This is an optimization exercise on Yosys and OpenROAD, whose aim is small area, a short achievable clock period and few clock cycles, not a production implementation.
Function was checked by simulation only, so behaviour that the tests miss may differ from the original.
Power is estimated from default activity; no workload was simulated.

[flow/run.sh]
#!/bin/bash
# synth_recipe.tcl (not shown) runs the flow's synth.tcl, then flattens the netlist and writes it again
# the make line also repeats each setting of config.mk as NAME=value (left out here)
make -C /OpenROAD-flow-scripts/flow DESIGN_CONFIG=/design/flow/config.mk WORK_HOME=/design/flow/orfs CLKGATE_MAP_FILE= SYNTH_SCRIPT=/design/flow/synth_recipe.tcl finish
[flow/config.mk]
export PLATFORM = sky130hd
export DESIGN_NAME = frp
export DESIGN_NICKNAME = frp
export VERILOG_FILES = /design/flow/design.v
export SDC_FILE = /design/flow/constraint.sdc
export NUM_CORES = 4
export LEC_CHECK = 0
export CAP_MARGIN = 20
export CORE_MARGIN = 2
export CORE_UTILIZATION = 40
export PLACE_DENSITY = 0.6
export SLEW_MARGIN = 20
[flow/constraint.sdc]
create_clock -name core_clock -period 15.0 [get_ports {clk}]
set_input_delay 3.0000 -clock core_clock [delete_from_list [all_inputs] [get_ports {clk}]]
set_output_delay 3.0000 -clock core_clock [all_outputs]
set_load 0.01 [all_outputs]
[flow/design.v]
module frp (
    input  wire         clk,
    input  wire         rst,
    input  wire [63:0]  host_time,
    input  wire         cmd_valid,
    output wire         cmd_ready,
    input  wire [79:0]  cmd,
    input  wire         din_valid,
    output wire         din_ready,
    input  wire [7:0]   din,
    output wire         out_valid,
    input  wire         out_ready,
    output wire [1:0]   out_kind,
    output wire [7:0]   out_cid,
    output wire [7:0]   out_op,
    output wire [3:0]   out_code,
    output wire [63:0]  out_val,
    output wire [1:0]   out_rtp_version,
    output wire         out_rtp_padding,
    output wire         out_rtp_extension,
    output wire [3:0]   out_csrc_count,
    output wire         out_marker,
    output wire [6:0]   out_payload_type,
    output wire [15:0]  out_sequence,
    output wire [7:0]   out_channel,
    output wire [3:0]   out_data_type,
    output wire [1:0]   out_subpackage,
    output wire [63:0]  out_timestamp,
    output wire [15:0]  out_last_iframe_interval,
    output wire [15:0]  out_last_frame_interval,
    output wire [15:0]  out_payload_len,
    output wire [31:0]  out_raw_len,
    output wire [4:0]   out_dev_id_len,
    output wire [191:0] out_dev_id_chars
);
    localparam [17:0] BUF_CAP = 18'd131104;
    localparam [1:0] K_FRAME = 2'd0, K_COND = 2'd1, K_BCD = 2'd2, K_RSP = 2'd3;
    localparam [3:0] ST_OK = 4'd0, ST_TOOSHORT = 4'd1, ST_BADMAGIC = 4'd2,
                     ST_MISMATCH = 4'd3, ST_CLOSED = 4'd4, ST_CONNERR = 4'd5,
                     ST_OVERFLOW = 4'd6, ST_NOTOPEN = 4'd7, ST_ALREADY = 4'd8,
                     ST_ILLEGAL = 4'd9, ST_BADOPND = 4'd10;
    localparam [7:0] OP_NOP = 8'h00, OP_OPEN = 8'h01, OP_FEED = 8'h02, OP_CLOSE = 8'h03,
                     OP_DECODE = 8'h04, OP_BCD6 = 8'h05, OP_UNPK = 8'h06, OP_RDSTAT = 8'h07;
    localparam [2:0] S_CMD = 3'd0, S_EXEC = 3'd1, S_DATA = 3'd2, S_RSP = 3'd3,
                     S_DEND = 3'd4, S_DFRM = 3'd5;
    localparam HB = 26;
    reg  [2:0]   state;
    reg          crdy;         
    reg          drdy;         
    reg  [7:0]   op_r;
    reg  [7:0]   cid_r;
    reg  [63:0]  arg_r;        
    reg          first;        
    reg          last;         
    reg          rej_r;        
    reg          drop;         
    reg  [3:0]   rcode;        
    reg          pend_f;       
    reg          pend_c;       
    reg          pend_new;     
    reg          dmok;         
    reg  [1:0]     c_open;
    reg  [1:0]     c_idset;
    reg  [1:0]     c_mok;       
    reg  [2*17-1:0]  c_pos;     
    reg  [2*64-1:0]  c_pkt;
    reg  [2*64-1:0]  c_bytes;
    reg  [2*48-1:0]  c_dev;
    reg  [2*8-1:0]   c_chan;
    reg  [2*64-1:0]  c_addr;
    reg  [2*64-1:0]  c_ts;
    reg  [2*HB*8-1:0] c_hdr;
    reg  [63:0]  g_start;
    reg  [63:0]  g_pkts;
    reg  [63:0]  g_bytes;
    reg  [63:0]  g_iframes;
    reg  [63:0]  g_pframes;
    reg          o_valid;
    reg  [1:0]   o_kind;
    reg  [7:0]   o_cid;
    reg  [7:0]   o_op;
    reg  [3:0]   o_code;
    reg  [63:0]  o_val;
    reg  [HB*8-1:0] o_hdr;
    reg  [17:0]  o_rawlen;
    wire out_free = !o_valid || out_ready;
    wire         cid_ok  = (cid_r[7:1] == 7'd0);
    wire         sl      = cid_r[0];
    wire [31:0]  len     = arg_r[31:0];
    wire [17:0]  cnt     = arg_r[49:32];
    wire [16:0]  pos_s   = sl ? c_pos[33:17] : c_pos[16:0];
    wire [HB*8-1:0] hdr_s = sl ? c_hdr[2*HB*8-1:HB*8] : c_hdr[HB*8-1:0];
    wire         open_s  = sl ? c_open[1]  : c_open[0];
    wire         idset_s = sl ? c_idset[1] : c_idset[0];
    wire         mok_s   = sl ? c_mok[1]   : c_mok[0];
    wire [15:0]  n_s     = {hdr_s[24*8 +: 8], hdr_s[25*8 +: 8]};
    wire [16:0]  fsize_s = {1'b0, n_s} + 17'd34;
    function [7:0] magic_byte;
        input [1:0] i;
        begin
            case (i)
            2'd0: magic_byte = 8'h30;
            2'd1: magic_byte = 8'h31;
            2'd2: magic_byte = 8'h63;
            default: magic_byte = 8'h64;
            endcase
        end
    endfunction
    wire        ovf_feed = ({1'b0, pos_s} + {1'b0, len[16:0]} > BUF_CAP) || (len[31:17] != 15'd0);
    wire        ovf_dec  = (len > 32'd131104);
    reg  [63:0]  rd_val;
    reg          rd_ok;
    always @* begin
        rd_ok  = 1'b1;
        rd_val = 64'd0;
        case (arg_r[7:0])
            8'h00: rd_val = g_start;
            8'h01: rd_val = g_pkts;
            8'h02: rd_val = g_bytes;
            8'h03: rd_val = g_iframes;
            8'h04: rd_val = g_pframes;
            8'h10: rd_val = {61'd0, idset_s, 1'b0, open_s};
            8'h11: rd_val = {47'd0, pos_s};
            8'h12: rd_val = sl ? c_pkt[127:64]   : c_pkt[63:0];
            8'h13: rd_val = sl ? c_bytes[127:64] : c_bytes[63:0];
            8'h14: rd_val = {16'd0, sl ? c_dev[95:48] : c_dev[47:0]};
            8'h15: rd_val = {56'd0, sl ? c_chan[15:8] : c_chan[7:0]};
            8'h16: rd_val = sl ? c_addr[127:64]  : c_addr[63:0];
            8'h17: rd_val = sl ? c_ts[127:64]    : c_ts[63:0];
            default: rd_ok = 1'b0;
        endcase
        if (arg_r[7:4] == 4'h1 && !cid_ok) rd_ok = 1'b0;
        if (!rd_ok) rd_val = 64'd0;
    end
    reg  [3:0]   code_x;       
    reg  [63:0]  val_x;
    always @* begin
        code_x = ST_OK;
        val_x  = 64'd0;
        case (op_r)
        OP_NOP: ;
        OP_OPEN:   if (!cid_ok) code_x = ST_BADOPND; else if (open_s) code_x = ST_ALREADY;
        OP_FEED:   if (!cid_ok) code_x = ST_BADOPND; else if (!open_s) code_x = ST_NOTOPEN;
                   else if (ovf_feed) code_x = ST_OVERFLOW;
        OP_CLOSE:  if (!cid_ok) code_x = ST_BADOPND; else if (!open_s) code_x = ST_NOTOPEN;
        OP_DECODE: if (ovf_dec) code_x = ST_OVERFLOW;
        OP_BCD6: ;
        OP_UNPK: begin
            case (arg_r[9:8])
            2'd0: val_x = {32'd0, 4'd0, arg_r[3:0], 7'd0, arg_r[4], 7'd0, arg_r[5], 6'd0, arg_r[7:6]};
            2'd1: val_x = {48'd0, 1'b0, arg_r[6:0], 7'd0, arg_r[7]};
            2'd2: val_x = {48'd0, 6'd0, arg_r[5:4], 4'd0, arg_r[3:0]};
            default: code_x = ST_BADOPND;
            endcase
        end
        OP_RDSTAT: begin
            val_x = rd_val;
            if (!rd_ok) code_x = ST_BADOPND;
        end
        default: code_x = ST_ILLEGAL;
        endcase
    end
    wire rej = first ? (code_x != ST_OK) : rej_r;
    wire din_fire  = din_valid && drdy;
    wire is_feed   = (op_r == OP_FEED);
    wire is_dec    = (op_r == OP_DECODE);
    wire feed_byte = din_fire && is_feed && !rej && !drop;
    wire dec_byte  = din_fire && is_dec && !rej;
    wire         at33     = (pos_s == 17'd33);
    wire         frm_end  = at33 ? (mok_s && hdr_s[24*8 +: 8] == 8'd0 && din == 8'd0)
                                 : (pos_s > 17'd33 && pos_s == {1'b0, n_s} + 17'd33);
    wire         feed_bad = feed_byte && at33 && !mok_s;
    wire         feed_frm = feed_byte && frm_end && !(at33 && !mok_s);
    wire emit_f   = pend_f && out_free;                        
    wire emit_c   = !pend_f && pend_c && out_free;             
    wire in_rsp   = (state == S_RSP) && !pend_f && !pend_c;
    wire emit_rsp = in_rsp && out_free;
    wire [47:0]  o_dev    = {o_hdr[4*8 +: 8], o_hdr[5*8 +: 8], o_hdr[6*8 +: 8],
                             o_hdr[7*8 +: 8], o_hdr[8*8 +: 8], o_hdr[9*8 +: 8]};
    wire [47:0]  dev_s    = {hdr_s[4*8 +: 8], hdr_s[5*8 +: 8], hdr_s[6*8 +: 8],
                             hdr_s[7*8 +: 8], hdr_s[8*8 +: 8], hdr_s[9*8 +: 8]};
    wire         bcd6_x   = (state == S_EXEC) && (op_r == OP_BCD6);
    wire [47:0]  bsrc     = pend_f ? dev_s : bcd6_x ? arg_r[47:0] : o_dev;
    wire         bload    = pend_f ? emit_f : bcd6_x ? out_free : 1'b1;
    reg  [95:0]  b_dig;        
    reg  [23:12] b_val;        
    reg  [4:0]   b_len;
    reg  [95:0]  n_dig;
    reg  [23:12] n_val;
    reg  [4:0]   n_len;
    reg  [3:0]   nb;
    reg  [11:0]  big;
    reg  [13*13-1:0] poh;      
    integer      j, i, c;
    always @* begin
        for (j = 0; j < 12; j = j + 1) begin
            nb     = bsrc[47 - 4*j -: 4];
            big[j] = nb[3] & (nb[2] | nb[1]);
        end
        poh = {13*13{1'b0}};
        poh[0] = 1'b1;
        for (j = 0; j < 12; j = j + 1)
            for (c = 0; c <= j + 1; c = c + 1)
                poh[13*(j+1) + c] = big[j] ? (c > 0 && poh[13*j + c - 1]) : poh[13*j + c];
        n_dig = 96'd0;
        for (i = 0; i < 24; i = i + 1) begin
            for (j = 0; j < 12; j = j + 1) begin
                nb = bsrc[47 - 4*j -: 4];
                c = i - j;
                if (c >= 0 && c <= j && poh[13*j + c])
                    n_dig[4*i +: 4] = n_dig[4*i +: 4] | (big[j] ? 4'd1 : nb);
                c = i - j - 1;
                if (c >= 0 && c <= j && poh[13*j + c] && big[j])
                    n_dig[4*i +: 4] = n_dig[4*i +: 4] | {1'b0, nb[2] & nb[1], nb[2] & ~nb[1], nb[0]};
            end
        end
        for (i = 12; i < 24; i = i + 1) begin
            n_val[i] = 1'b0;
            for (c = i - 11; c <= 12; c = c + 1)
                n_val[i] = n_val[i] | poh[13*12 + c];
        end
        n_len = 5'd0;
        for (c = 0; c <= 12; c = c + 1)
            if (poh[13*12 + c]) n_len = n_len | (5'd12 + c);
    end
    always @(posedge clk) begin
        if (bload) begin
            b_dig <= n_dig;
            b_val <= n_val;
            b_len <= n_len;
        end
    end
    reg  [191:0] bcd_chars;
    always @* begin
        for (i = 0; i < 24; i = i + 1)
            bcd_chars[8*i +: 8] = {2'b00, (i < 12) ? 2'b11 : {2{b_val[i < 12 ? 12 : i]}}, b_dig[4*i +: 4]};
    end
    wire [4:0]   bcd_len = b_len;
    wire         cmd_fire = cmd_valid && crdy;
    wire [7:0]   c_op     = cmd[79:72];
    wire         c_fd     = (c_op == OP_FEED) || (c_op == OP_DECODE);
    wire         c_len0   = (cmd[31:0] == 32'd0);
    wire         c_simple = (c_op == OP_NOP) || (c_op == OP_OPEN) || (c_op == OP_UNPK) ||
                            (c_op == OP_RDSTAT) || (c_op[7:3] != 5'd0) ||
                            ((c_op == OP_FEED) && c_len0);
    reg  [16:0]  pos_nx;
    reg          o_load;       
    function [5:0] slot_off;
        input integer k;
        begin
            slot_off = (k < 4) ? k + 4 : k + 8;
        end
    endfunction
    wire         cnt_lo  = (cnt[17:6] == 12'd0);
    integer      k;
    always @(posedge clk) begin
        for (k = 0; k < HB; k = k + 1) begin
            if (c_pos[16:6] == 11'd0 && c_pos[5:0] == slot_off(k))
                c_hdr[k*8 +: 8] <= din;
            if (c_pos[33:23] == 11'd0 && c_pos[22:17] == slot_off(k))
                c_hdr[(HB + k)*8 +: 8] <= din;
            if (drdy && is_dec && cnt_lo && cnt[5:0] == slot_off(k))
                o_hdr[k*8 +: 8] <= din;
        end
        if (emit_f)
            o_hdr <= hdr_s;
        if ((state == S_EXEC) && (op_r == OP_BCD6) && out_free) begin
            o_hdr[4*8 +: 8] <= arg_r[47:40];
            o_hdr[5*8 +: 8] <= arg_r[39:32];
            o_hdr[6*8 +: 8] <= arg_r[31:24];
            o_hdr[7*8 +: 8] <= arg_r[23:16];
            o_hdr[8*8 +: 8] <= arg_r[15:8];
            o_hdr[9*8 +: 8] <= arg_r[7:0];
        end
    end
    always @(posedge clk) begin
        o_load = 1'b0;
        pos_nx = pos_s;
        if (rst) begin
            state     <= S_CMD;
            crdy      <= 1'b0;
            drdy      <= 1'b0;
            pend_f    <= 1'b0;
            pend_c    <= 1'b0;
            pend_new  <= 1'b0;
            o_valid   <= 1'b0;
            c_open    <= 2'b00;
            c_idset   <= 2'b00;
            c_pos     <= 34'd0;
            c_pkt     <= 128'd0;
            c_bytes   <= 128'd0;
            c_dev     <= 96'd0;
            c_chan    <= 16'd0;
            c_addr    <= 128'd0;
            c_ts      <= 128'd0;
            g_start   <= host_time;
            g_pkts    <= 64'd0;
            g_bytes   <= 64'd0;
            g_iframes <= 64'd0;
            g_pframes <= 64'd0;
        end else begin
            first    <= 1'b0;
            pend_new <= 1'b0;
            if (first) begin
                rej_r <= (code_x != ST_OK);
                rcode <= code_x;
            end
            if (din_fire) begin
                arg_r[31:0] <= len - 32'd1;
                last        <= (len == 32'd2);
                if (feed_byte) begin
                    pos_nx = pos_s + 17'd1;
                    if (pos_s[16:2] == 15'd0) begin
                        if (sl) c_mok[1] <= (pos_s[1:0] == 2'd0 || c_mok[1]) && (din == magic_byte(pos_s[1:0]));
                        else    c_mok[0] <= (pos_s[1:0] == 2'd0 || c_mok[0]) && (din == magic_byte(pos_s[1:0]));
                    end
                    if (feed_bad) begin
                        drop   <= 1'b1;
                        pend_c <= 1'b1;
                        pos_nx = 17'd0;
                    end else if (feed_frm) begin
                        pend_f   <= 1'b1;
                        pend_new <= 1'b1;
                        pos_nx = 17'd0;
                    end
                    c_pos[sl*17 +: 17] <= pos_nx;
                end
                if (dec_byte) begin
                    arg_r[49:32] <= cnt + 18'd1;
                    if (cnt[17:2] == 16'd0)
                        dmok <= (cnt[1:0] == 2'd0 || dmok) && (din == magic_byte(cnt[1:0]));
                end
                if (last)
                    state <= is_feed ? S_RSP : S_DEND;
            end
            if (emit_f) begin
                o_load  = 1'b1;
                pend_f  <= 1'b0;
                o_kind  <= K_FRAME;
                o_cid   <= cid_r;
                o_rawlen <= {1'b0, fsize_s};
            end
            if (pend_new) begin
                arg_r[49:32] <= cnt + 18'd1;
                c_pkt[sl*64 +: 64]   <= (sl ? c_pkt[127:64] : c_pkt[63:0]) + 64'd1;
                c_bytes[sl*64 +: 64] <= (sl ? c_bytes[127:64] : c_bytes[63:0]) + {47'd0, fsize_s};
                if (!idset_s) begin
                    c_idset[sl]        <= 1'b1;
                    c_dev[sl*48 +: 48] <= {hdr_s[4*8 +: 8], hdr_s[5*8 +: 8], hdr_s[6*8 +: 8],
                                           hdr_s[7*8 +: 8], hdr_s[8*8 +: 8], hdr_s[9*8 +: 8]};
                    c_chan[sl*8 +: 8]  <= hdr_s[10*8 +: 8];
                end
                g_pkts  <= g_pkts + 64'd1;
                g_bytes <= g_bytes + {47'd0, fsize_s};
                if (hdr_s[11*8 +: 4] == 4'd0) g_iframes <= g_iframes + 64'd1;
                if (hdr_s[11*8 +: 4] == 4'd1) g_pframes <= g_pframes + 64'd1;
            end
            if (emit_c) begin
                o_load = 1'b1;
                pend_c <= 1'b0;
                o_kind <= K_COND;
                o_cid  <= cid_r;
                o_code <= ST_BADMAGIC;
                o_val  <= {32'd0, len + 32'd34};
            end
            case (state)
            S_EXEC: begin
                if (out_free) begin
                    o_load = 1'b1;
                    o_cid  <= cid_r;
                    o_op   <= op_r;
                    o_code <= code_x;
                    o_val  <= val_x;
                    o_kind <= K_RSP;
                    state  <= S_CMD;
                    case (op_r)
                    OP_OPEN: if (code_x == ST_OK) begin
                        c_open[sl]            <= 1'b1;
                        c_idset[sl]           <= 1'b0;
                        c_pos[sl*17 +: 17]    <= 17'd0;
                        c_pkt[sl*64 +: 64]    <= 64'd0;
                        c_bytes[sl*64 +: 64]  <= 64'd0;
                        c_dev[sl*48 +: 48]    <= 48'd0;
                        c_chan[sl*8 +: 8]     <= 8'd0;
                        c_addr[sl*64 +: 64]   <= arg_r;
                        c_ts[sl*64 +: 64]     <= host_time;
                    end
                    OP_CLOSE: if (code_x == ST_OK) begin
                        o_kind <= K_COND;
                        o_code <= arg_r[0] ? ST_CONNERR : ST_CLOSED;
                        o_val  <= {47'd0, pos_s};
                        state  <= S_RSP;
                        c_open[sl]            <= 1'b0;
                        c_idset[sl]           <= 1'b0;
                        c_pos[sl*17 +: 17]    <= 17'd0;
                        c_pkt[sl*64 +: 64]    <= 64'd0;
                        c_bytes[sl*64 +: 64]  <= 64'd0;
                        c_dev[sl*48 +: 48]    <= 48'd0;
                        c_chan[sl*8 +: 8]     <= 8'd0;
                        c_addr[sl*64 +: 64]   <= 64'd0;
                        c_ts[sl*64 +: 64]     <= 64'd0;
                    end
                    OP_BCD6: begin
                        o_kind <= K_BCD;
                        state  <= S_RSP;
                    end
                    OP_DECODE: begin
                        o_load = 1'b0;
                        state  <= S_DEND;
                    end
                    default: ;
                    endcase
                end
            end
            S_DEND: begin
                if (rej_r) begin
                    state <= S_RSP;
                end else if (out_free) begin
                    o_load = 1'b1;
                    o_cid  <= cid_r;
                    o_kind <= K_COND;
                    o_val  <= {46'd0, cnt};
                    state  <= S_RSP;
                    if (cnt < 18'd34) begin
                        o_code <= ST_TOOSHORT;
                        rcode  <= ST_TOOSHORT;
                    end else if (!dmok) begin
                        o_code <= ST_BADMAGIC;
                        rcode  <= ST_BADMAGIC;
                    end else if (cnt - 18'd34 != {2'd0, o_hdr[24*8 +: 8], o_hdr[25*8 +: 8]}) begin
                        o_code <= ST_MISMATCH;
                        rcode  <= ST_MISMATCH;
                        o_val  <= {46'd0, cnt - 18'd34};
                        state  <= S_DFRM;
                    end else begin
                        o_kind   <= K_FRAME;
                        o_rawlen <= cnt;
                        rcode    <= ST_OK;
                    end
                end
            end
            S_DFRM: begin
                if (out_free) begin
                    o_load   = 1'b1;
                    o_kind   <= K_FRAME;
                    o_rawlen <= cnt;
                    state    <= S_RSP;
                end
            end
            S_RSP: begin
                if (emit_rsp) begin
                    o_load = 1'b1;
                    o_kind <= K_RSP;
                    o_cid  <= cid_r;
                    o_op   <= op_r;
                    o_code <= rcode;
                    state  <= S_CMD;
                    case (op_r)
                    OP_FEED:   o_val <= {46'd0, cnt};
                    OP_DECODE: o_val <= {63'd0, rcode == ST_OK || rcode == ST_MISMATCH};
                    OP_BCD6:   o_val <= {59'd0, bcd_len};
                    default:   o_val <= 64'd0;
                    endcase
                end
            end
            default: ;
            endcase
            if (o_load)        o_valid <= 1'b1;
            else if (out_ready) o_valid <= 1'b0;
            if (cmd_fire) begin
                op_r         <= c_op;
                cid_r        <= cmd[71:64];
                arg_r[31:0]  <= cmd[31:0];
                arg_r[63:32] <= c_fd ? 32'd0 : cmd[63:32];
                first        <= 1'b1;
                last         <= (cmd[31:0] == 32'd1);
                drop         <= 1'b0;
                dmok         <= 1'b0;
                if (c_fd && !c_len0) begin
                    state <= S_DATA;
                    drdy  <= 1'b1;
                end else begin
                    state <= S_EXEC;
                    drdy  <= 1'b0;
                end
                crdy <= c_simple && !(o_load || (o_valid && !out_ready));
            end else begin
                if (state == S_DATA) begin
                    if (din_fire && last)
                        drdy <= 1'b0;
                    else if (is_feed)
                        drdy <= !((pend_c && !emit_c) || (din_fire && feed_bad) || (pend_f && !emit_f));
                    else
                        drdy <= !((o_load || (o_valid && !out_ready)) &&
                                  ((din_fire ? cnt + 18'd1 : cnt) >= 18'd4));
                end
                case (state)
                S_CMD:  crdy <= 1'b1;
                S_EXEC: crdy <= out_free && !(op_r == OP_CLOSE && code_x == ST_OK) &&
                                op_r != OP_BCD6 && op_r != OP_DECODE;
                S_DATA: crdy <= din_fire && last && is_feed &&
                                !(pend_c || feed_bad || pend_f || feed_frm) &&
                                !(o_load || (o_valid && !out_ready));
                S_RSP:  crdy <= emit_rsp ||
                                (!((pend_f && !emit_f) || (pend_c && !emit_c) ||
                                   o_load || (o_valid && !out_ready)));
                default: crdy <= 1'b0;
                endcase
            end
        end
    end
    assign cmd_ready                = crdy;
    assign din_ready                = drdy;
    assign out_valid                = o_valid;
    assign out_kind                 = o_kind;
    assign out_cid                  = o_cid;
    assign out_op                   = o_op;
    assign out_code                 = o_code;
    assign out_val                  = o_val;
    assign out_rtp_version          = o_hdr[0*8+6 +: 2];
    assign out_rtp_padding          = o_hdr[0*8+5];
    assign out_rtp_extension        = o_hdr[0*8+4];
    assign out_csrc_count           = o_hdr[0*8 +: 4];
    assign out_marker               = o_hdr[1*8+7];
    assign out_payload_type         = o_hdr[1*8 +: 7];
    assign out_sequence             = {o_hdr[2*8 +: 8], o_hdr[3*8 +: 8]};
    assign out_channel              = o_hdr[10*8 +: 8];
    assign out_data_type            = o_hdr[11*8 +: 4];
    assign out_subpackage           = o_hdr[11*8+4 +: 2];
    assign out_timestamp            = {o_hdr[12*8 +: 8], o_hdr[13*8 +: 8], o_hdr[14*8 +: 8], o_hdr[15*8 +: 8],
                                       o_hdr[16*8 +: 8], o_hdr[17*8 +: 8], o_hdr[18*8 +: 8], o_hdr[19*8 +: 8]};
    assign out_last_iframe_interval = {o_hdr[20*8 +: 8], o_hdr[21*8 +: 8]};
    assign out_last_frame_interval  = {o_hdr[22*8 +: 8], o_hdr[23*8 +: 8]};
    assign out_payload_len          = {o_hdr[24*8 +: 8], o_hdr[25*8 +: 8]};
    assign out_raw_len              = {14'd0, o_rawlen};
    assign out_dev_id_len           = bcd_len;
    assign out_dev_id_chars         = bcd_chars;
endmodule
==> run summary <==
-- path summary, 6_finish.rpt --
kind | depth (start not counted) | end | startpoint | slack (ns)
max | 19 | b_dig[70] | op_r[1] | 7.50
min | 2 | c_bytes[13] | c_bytes[13] | 0.45
max reg2reg | 19 | b_dig[70] | op_r[1] | 7.50
min reg2reg | 2 | c_bytes[13] | c_bytes[13] | 0.45
-- registers in the layout (all words and copies together), names as in the netlist, 95 cells and up, named ones only --
name / flops
c_hdr: 412
c_ts: 128
b_dig: 95
c_dev: 96
o_hdr: 206
c_bytes: 128
c_pkt: 128
c_addr: 128
-- critical path, cell delays in order (launching register included) --
cell      delay [ns]
edfxtp_1        0.58
or4b_1          0.94
nor3_2          0.22
buf_4           0.29
nand2_1         0.08
a31oi_1         0.59
nor2_1          0.13
nor2_1          0.29
inv_1           0.08
ha_1            0.72
nand3_2         0.33
a211oi_1        0.48
a211oi_1        0.12
a21oi_2         0.58
o22ai_1         0.16
nor3_2          0.61
nor2_1          0.09
nor3_1          0.40
nor2_1          0.26
o221ai_1        0.31
-- final cells by class --
type / instances / share of cell area (%)
Sequential cell: 1916 / 42.79
Multi-Input combinational cell: 7196 / 40.12
Timing Repair Buffer: 849 / 6.896
Clock buffer: 267 / 4.970
Tap cell: 3185 / 3.533
Clock inverter: 118 / 1.231
Inverter: 132 / 0.4437
Antenna cell: 9 / 0.01997
-- metal layers --
| layer | vias to the layer above | share of wire, % | global-route usage (%) |
|---|---|---|---|
| li1 | 37580 | - | - |
| met1 | 42920 | 39 | 43.38 |
| met2 | 5196 | 44 | 51.70 |
| met3 | 1075 | 11 | 8.291 |
| met4 | 12 | 7.2 | 20.72 |
| met5 | - | 0.017 | 0 |
-- power by group through the flow --
| stage | clock [mW] | combinational [mW] | sequential [mW] |
|---|---|---|---|
| final | 5.32 | 0.758 | 5.65 |
| after global routing | 5.55 | 0.790 | 5.65 |
| after CTS | 5.35 | 0.738 | 5.65 |
| after detailed placement | 0 | 0.734 | 5.76 |
| after global placement | 0 | 0.728 | 5.76 |
| after floorplan | 0 | 0.355 | 5.74 |
-- placed cells by master, fill, tap and decap left out, drive strengths merged, types with 39 or more instances in the layout --
cell           synthesis  layout
a21oi                835     835
a32oi                 48      48
edfxtp               989     989
ha                    79      79
clkbuf               490     268
nand3                272     272
xor2                 263     263
or4                   41      41
inv                  130     138
buf                  290     312
nand2               1045    1045
nand2b                44      44
nand4                117     117
mux2                 133     133
a221oi               146     146
clkdlybuf4s50          0     536
conb                   2      87
nor2                1013    1013
mux2i                352     352
or3                  114     114
xnor2                255     255
a22o                 273     273
a31oi                 63      63
and3                  89      89
a211oi                69      69
o21ai                493     493
nor3                 191     191
o22ai                104     104
a2111oi               42      42
nor4                  97      97
clkinv                 2      83
o211ai               103     103
a222oi                83      83
and2                  47      47
o221ai                71      71
nor2b                108     108
dfxtp                927     927
a22oi                 50      50
o31ai                 39      39
-- per-stage QoR --
stage / area (µm²) / util, % / setup slack, ns
CTS: 112700 / 46.82 / 7.767
finish: 112800 / 46.85 / 7.502
floorplan: 97160 / - / 4.353
global route: 112800 / 46.84 / 7.159
global placement: 105700 / 43.89 / 7.235
detailed placement: 105700 / 43.91 / 7.125
-- logic make-up (layout without fill, tap and decap cells) --
group / after synthesis / in the layout
xor gates and xnor gates: 518 / 518
DFF: 1916 / 1916
adders and majority gates: 82 / 82
other: 2 / 96
AOI/OAI and AO/OA: 2724 / 2724
muxes: 485 / 485
and+or+nand+nor: 3300 / 3300
buffers and inverters: 912 / 1366
==> flow_metrics.tcl <==
set metrics [dict create \
    yosys-top-cells-count "nand2_1, nor2_1, edfxtp_1, dfxtp_1, a21oi_1" \
    fmax_mhz 133.4 \
    p_total_mw 11.73 \
    grt_util_all_layers_pct 33.92 \
    worstPathArrival_ns 8.16 \
    path_max_fanout 14 \
    power_frac_clock_pct 45.3 \
    hold_viol_final 0 \
    antenna_found_initial 22 \
    dr.pass1.iters 8 \
    cts_tree "yes" \
    start_util_pct 40.23 \
    status "complete, no violations" \
    slew_violations 0 \
    seqPwrFrac_pct 48.2 \
    synth_top_cell_by_area "edfxtp_1" \
    ys.flop_type "edfxtp_1" \
    cts_resized 0 \
    synth_cell_type_count 125 \
    post_cts_buffers 0 \
    p_leak_nw 38.17 \
    fin_cells 13670 \
    die_x_um 496.0 \
    yosys_warnings 2 \
    yosysSeqAreaShare_pct 49.83 \
    synthAdderAreaFrac_pct 1.083 \
    synthMuxAreaShare_pct 5.231 \
    synth_top_family_by_area "compound AO/OA/AOI/OAI gates" \
    synth-simple-area-share_pct 15.79 \
    area_growth_pct 16.47 \
    regArea_um2 48260 \
    yosysMostFrequentCell "nand2_1" \
    cellPowerDensity_nw_per_um2 104.0 \
    nFillCells 22500 \
    required_ns 15.66 \
    routabilityCongestion 1.008 \
    swShare_pct 24.77 \
    power_switching_mw 2.905 \
    io_buffers 545 \
    route.detailed.drc 0 \
    finalSetupViolCount 0 \
    die_h_um 496.0 \
    final.setup.tns_ns 0 \
    hpwlAfterDp_um 310200 \
    nets 10540 \
    cts.sinks 1916 \
    synth-seq-cells 1916 \
    grt_pass1_vias 82140 \
    finalWirelength_um 432900 \
    synth_edf_count 989 \
    grt_remaining_overflow 0 \
    drtIter0Drc 11230 \
    core_um2 240800 \
    hold_path_class "register to register" \
    synth_xor_area_share_pct 4.685 \
    ant_nets 0 \
    path_clk_slew_ns 0.06 \
    dp.cells 13280 \
    viasPerCell 6.347 \
    die_area_um2 246100 \
    tightest_slew_ns 1.295 \
    critPathCaptureType "register" \
    synthCells 9939 \
    insertion_delay_ns 0.92 \
    path_class "register to register" \
    wl_per_cell_um 31.66 \
    comb_power_share_pct 6.5 \
    cts_buffer_depth 3 \
    hold_ws_ns 0.4501 \
    num_io_pins 633 \
    slew_headroom_pct 12.57 \
    synth_area_per_cell_um2 9.744 \
    skew_ns 0.07793 \
    synth_compound_area_share_pct 19.18 \
    rsz0062_at_grt "false" \
    grt_start_max_net_pins 171 \
    row_count 180 \
    htreeDepth 4 \
    post-route-period-util_pct 49.99 \
    clock-root-buffer "clkbuf_16" \
    vias 86780 \
    grt_pass1_wl_um 608000 \
    drive_gt1_share_pct 9.143 \
    irDropWorstVdd_v 0.0001228 \
    worstSetupStartpointType "register" \
    layout_min_cycle_time_ns 7.498 \
    numCtsBuffers 205 \
    maxCapViolCount 0 \
    netlist.area_leader.share_pct 30.67 \
    synthTopCellsByArea "edfxtp_1, dfxtp_1, a21oi_1" \
    p_int_mw 8.824 \
    synth-async-reset-ratio_pct 0 \
    ctsHoldBuffers 0 \
    netlist_area_um2 96840 \
    multi_input_area_um2 45260 \
]
Testbench counts, summed over its fixed seeds: cycles 160,603.

re-timing with driven ports:
The flow's constraints put no driver on any port. The routed layout listed below was extracted and timed again, unchanged, in two steps.
Step 1, drivers: a clkbuf_16 drives clk and a buf_2 each remaining input, both assumed.
Step 2 adds t to the input delays and takes it off the output delays; t is the mean of the earliest and latest rising clock arrival at the registers after step 1. Input paths then give back, and output paths get back, about the clock's delay inside the block.
Three values: ideal ports, drivers, drivers and shift; two values: the first two.
t, ns: 0.987
setup slack, ns: 7.502 / 7.502 / 7.086
worst hold slack (ns): 0.450 / 0.450 / 0.450
After both steps setup and hold are still met in this run. For this run, drivers alone change the setup slack by 0.000 ns; drivers and shift together by -0.416 ns.
